This is an optimization exercise on Yosys and OpenROAD, whose aim is small area, a short achievable clock period and few clock cycles, not a production implementation. At most, simulation tests tie the RTL to the original design; equivalence was not proved. No activity file was given, so power comes from the tool's default toggle rates.

08-08:
==> flow/design.v (excerpt) <==
module mte_top (
    input  wire        clk,
    input  wire        rst,         
    input  wire        tick_en,     
    input  wire        clk_rdy,     
    input  wire        req_valid,
    output wire        req_ready,
    input  wire [47:0] req_word,
    output reg         rsp_valid,
    output reg  [2:0]  rsp_code,
    output reg  [31:0] rsp_data
);
Size in the first run: about 2500 cells after synthesis, roughly 25000 sq um of cells after synthesis.
export LEC_CHECK = 0
export CAP_MARGIN = 20
export CORE_MARGIN = 2
export CORE_UTILIZATION = 40
export SLEW_MARGIN = 20
create_clock -name core_clock -period 55.0 [get_ports {clk}]
run.sh (not shown) runs the stock make flow with config.mk's settings and CLKGATE_MAP_FILE= SYNTH_SCRIPT=/design/flow/synth_recipe.tcl, a recipe that flattens the netlist after the stock synthesis.
### 08-08 -> 09-13
-- flow/design.v --
<<< 08-08, line 72
    reg [2:0]  est;
    reg        ready_r;
    reg [15:0] spq;         
    reg [6:0]  spr;         
    reg [1:0]  spl;         
    assign req_ready = ready_r;
    wire        i_fmt  = !req_word[44] && req_word[46:45] == 2'd2 && req_word[33:32] == 2'd0;
>>> 09-13, line 72
    reg [2:0]  est;
    reg        ready_r;
    assign req_ready = ready_r;
    wire        i_fmt  = !req_word[44] && req_word[46:45] == 2'd2 && req_word[33:32] == 2'd0;
<<< 08-08, line 140
            E_WD4:   begin b_r = r7r; b_x = wsrc[10:3]; end
            E_SL1:   begin b_r = r7r; b_x = {swc[2:0], scc[31:27]}; end
            default: if (spl == 2'd1) begin                          
                         b_r = spr; b_x = cnt[26:19];
                     end else begin
                         b_r = r7r; b_x = {wrap[2:0], cnt[31:27]};
                     end
        endcase
        if (op_snap) begin               
            if (spl == 2'd2) begin
                b_r = spr; b_x = cnt[18:11];
            end else begin
                b_r = r7r; b_x = {wrap[2:0], cnt[31:27]};
            end
        end
    end
>>> 09-13, line 137
            E_WD4:   begin b_r = r7r; b_x = wsrc[10:3]; end
            E_SL1:   begin b_r = r7r; b_x = {swc[2:0], scc[31:27]}; end
            default: begin b_r = r7r; b_x = {wrap[2:0], cnt[31:27]}; end   
        endcase
        if (op_snap) begin               
            b_r = r7r; b_x = {wrap[2:0], cnt[31:27]};                    
        end
    end
<<< 08-08, line 246
            est_n = E_WD2;
        if (op_snap)
            est_n = (spl == 2'd2) ? E_LO4 : E_LO2;
        if (ms_wait)
            dpend_n = 1'b1;
>>> 09-13, line 235
            est_n = E_WD2;
        if (op_snap)
            est_n = E_LO2;
        if (ms_wait)
            dpend_n = 1'b1;
<<< 08-08, line 301
    wire       risky   = req_valid && ready_r && (raw_cfw || (raw_msr && !raw_hit));
    wire       ready_n = !rst && ok2 && (run_n || dvalid_n) && !risky;
    wire sp_lost = rst_q || !l_ok || w_change || op_wcnt || init_ok ||
                   (tick && &cnt[18:0]);
    wire [1:0] spl_n = sp_lost ? 2'd0 :
                       (est == E_IDLE && !op_snap && spl != 2'd2) ? spl + 2'd1 : spl;
    always @(posedge clk) begin
        spl     <= spl_n;
        est     <= est_n;
        l_ok    <= l_ok_n;
>>> 09-13, line 290
    wire       risky   = req_valid && ready_r && (raw_cfw || (raw_msr && !raw_hit));
    wire       ready_n = !rst && ok2 && (run_n || dvalid_n) && !risky;
    always @(posedge clk) begin
        est     <= est_n;
        l_ok    <= l_ok_n;
<<< 08-08, line 380
            endcase
            if (op_snap) begin
                wkr <= b_ro;
                if (spl == 2'd2) mslo[23:0] <= {spq, b_q};
                else             mslo[7:0]  <= b_q;
            end
            if (est == E_IDLE && !op_snap && spl != 2'd2) begin
                spq <= {spq[7:0], b_q};
                spr <= b_ro;
            end
        end
>>> 09-13, line 364
            endcase
            if (op_snap) begin
                wkr       <= b_ro;
                mslo[7:0] <= b_q;
            end
        end
Notes after the runs:
Diff 08-08 -> 09-13 | final-stage net count | down by a few percent. In the flow results for 08-08 and 09-13, the post-route core utilization is larger on 09-13. 08-08 and 09-13 ended up with nearly the same share of the cycle needed by the critical path after routing. Higher sequential fraction of design power was reported by 08-08, not 09-13. 09-13 ended with every stage complete and zero timing, DRC or antenna violations. 08-08 reached the end of the flow, and the finished layout is clean on the timing, DRC and antenna checks. Of 08-08 and 09-13, the lower worst setup slack belongs to 09-13. 09-13 vs. 08-08: post-layout minimum cycle time went up by 13 ps. Diff 08-08 -> 09-13: routed wire length increased by about 1.3% relative to the old numbers, total of fill cells in the finished design decreased by 223 relative to the old numbers, detail-routed net length per standard cell increased by about 5% relative to the old numbers. Against 08-08, 09-13 comes in 9 lower on count of buffers not belonging to the clock network in the layout.
No functional check of the RTL was part of any run of this note.

* * *

Another version of the RTL of mte_top (not shown whole).
For scale: roughly 2300 cells after synthesis, roughly 450 flip-flops.
clock: 55.0 ns
lec_check: 0
cap_margin: 20
core_margin: 2
core_utilization: 40
cts_cluster_diameter: 60
cts_cluster_size: 22
slew_margin: 20
standard.sh (not shown) runs the stock make flow with config.mk's settings and CLKGATE_MAP_FILE= SYNTH_SCRIPT=/design/flow/synth_recipe.tcl, a recipe that flattens the netlist after the stock synthesis.
==> flow/flow/run.sh <==
#!/bin/bash
# The standard layout (standard.sh: the standard synthesis and ORFS steps),
# with one change: the buffer that buffer_ports puts on every input and output
# port is sky130_fd_sc_hd__buf_2 instead of the one it picks by default.
# make's full output goes to flow_make.log here; ORFS keeps each step's log
# under orfs/logs/.
set -euo pipefail
bash standard.sh 'BUFFER_PORTS_ARGS=-buffer_cell sky130_fd_sc_hd__buf_2' finish > flow_make.log 2>&1
Testbench counts at the start, summed over its fixed seeds: cycles 12,534.
Edit:
--- a/flow/design.v
+++ b/flow/design.v
@@ -264,37 +264,41 @@
             if (!(cport == p && c_hi)) c_hi_n = 1'b0;
         end
         if (ms_miss || ms_wait)    dlo_n = ms_lo_rd;
         if (init_ok || op_shut) begin
             c_hi_n = 1'b0; c_lo_n = 1'b0;
         end
         if (rst_q) begin
             c_hi_n = 1'b0; c_lo_n = 1'b0; dsrc_n = 1'b0;
         end
     end
     wire   l_ok2 = (l_ok_n || (est_n == E_WD4 && !dsrc_n)) && !wrap_ev;
+    wire   hit0l = !cport_n && (c_lo_n || est_n == E_LO4);
+    wire   hit1l =  cport_n && (c_lo_n || est_n == E_LO4);
+    wire   hit0h = !cport_n && c_hi_n;
+    wire   hit1h =  cport_n && c_hi_n;
     reg    ok2;
     always @(*) begin
         case (est_n)
             E_IDLE, E_LO4:       ok2 = l_ok2;       
             E_SL1, E_LO2, E_LO3: ok2 = l_ok2 && !dpend_n;
             E_WD4:               ok2 = !dsrc_n && !dpend_n && !wrap_ev;
             default:             ok2 = 1'b0;
         endcase
     end
-    wire [2:0] r_idx   = req_word[36:34];
-    wire       raw_cfw = req_word[47] && req_word[43:37] == 7'd0 &&
-                         (r_idx == 3'd0 || r_idx == 3'd2 || r_idx == 3'd7);
-    wire       raw_msr = !req_word[47] && req_word[43:38] == 6'b000100 && r_idx[2:1] == 2'b10;
-    wire       raw_hit = cport_n == req_word[37] &&
-                         (r_idx[0] ? c_hi_n : (c_lo_n || est_n == E_LO4));
+    wire       raw_cfw = req_word[47] && !req_word[40] &&                   
+                         ((!req_word[36] && !req_word[34]) ||
+                          (req_word[36] && req_word[35] && req_word[34]));
+    wire       raw_hit = req_word[37] ? (req_word[34] ? hit1h : hit1l)
+                                      : (req_word[34] ? hit0h : hit0l);
+    wire       raw_msr = !req_word[47] && req_word[40] && req_word[36] && !req_word[35];
     wire       risky   = req_valid && ready_r && (raw_cfw || (raw_msr && !raw_hit));
     wire       ready_n = !rst && ok2 && (run_n || dvalid_n) && !risky;
     wire sp_lost = rst_q || !l_ok || w_change || op_wcnt || init_ok ||
                    (tick && &cnt[18:0]);
     wire [1:0] spl_n = sp_lost ? 2'd0 :
                        (est == E_IDLE && !op_snap && spl != 2'd2) ? spl + 2'd1 : spl;
     always @(posedge clk) begin
         spl     <= spl_n;
         est     <= est_n;
         l_ok    <= l_ok_n;
         dpend   <= dpend_n;
Setup slack loses 0.16 ns.
Sequential cell count is unchanged.
Routed wire length increases by 5.2%.
Total power climbs by 40%.
Non-clock buffer count climbs by 15.
Testbench counts after the change, summed over its fixed seeds: cycles 12,534.

## re-timing with driven ports
Ports are ideal in the flow. The routed layouts listed here were re-timed in OpenROAD.
Step 1: set_driving_cell puts a clkbuf_16 on clk and a buf_2 on each other input, an assumption about the parent block.
Step 2 also shifts input and output timing later by t, the mid clock arrival at the registers, as if the neighbouring blocks saw the same clock.
Slacks: ideal ports / drivers / drivers and shift; pairs: ideal ports / drivers.
run | t, ns | slack for setup (ns) | latest minus earliest clock arrival (ns) | pins driven straight from the clock port
08-08 | 0.662 | 42.501 / 42.444 / 42.207 | 0.033 / 0.032 | 1
09-13 | 0.666 | 42.487 / 42.423 / 42.231 | 0.062 / 0.062 | 1
the first run of note 2 | 0.657 | 42.773 / 42.816 / 42.160 | 0.045 / 0.045 | 1
the second run of note 2 | 0.655 | 42.610 / 42.547 / 42.608 | 0.036 / 0.036 | 1
After both steps setup and hold are still met in every run listed. The setup slack of the first run of note 2, which loses most, moves by +0.043 ns with the drivers and by -0.613 ns with both steps.
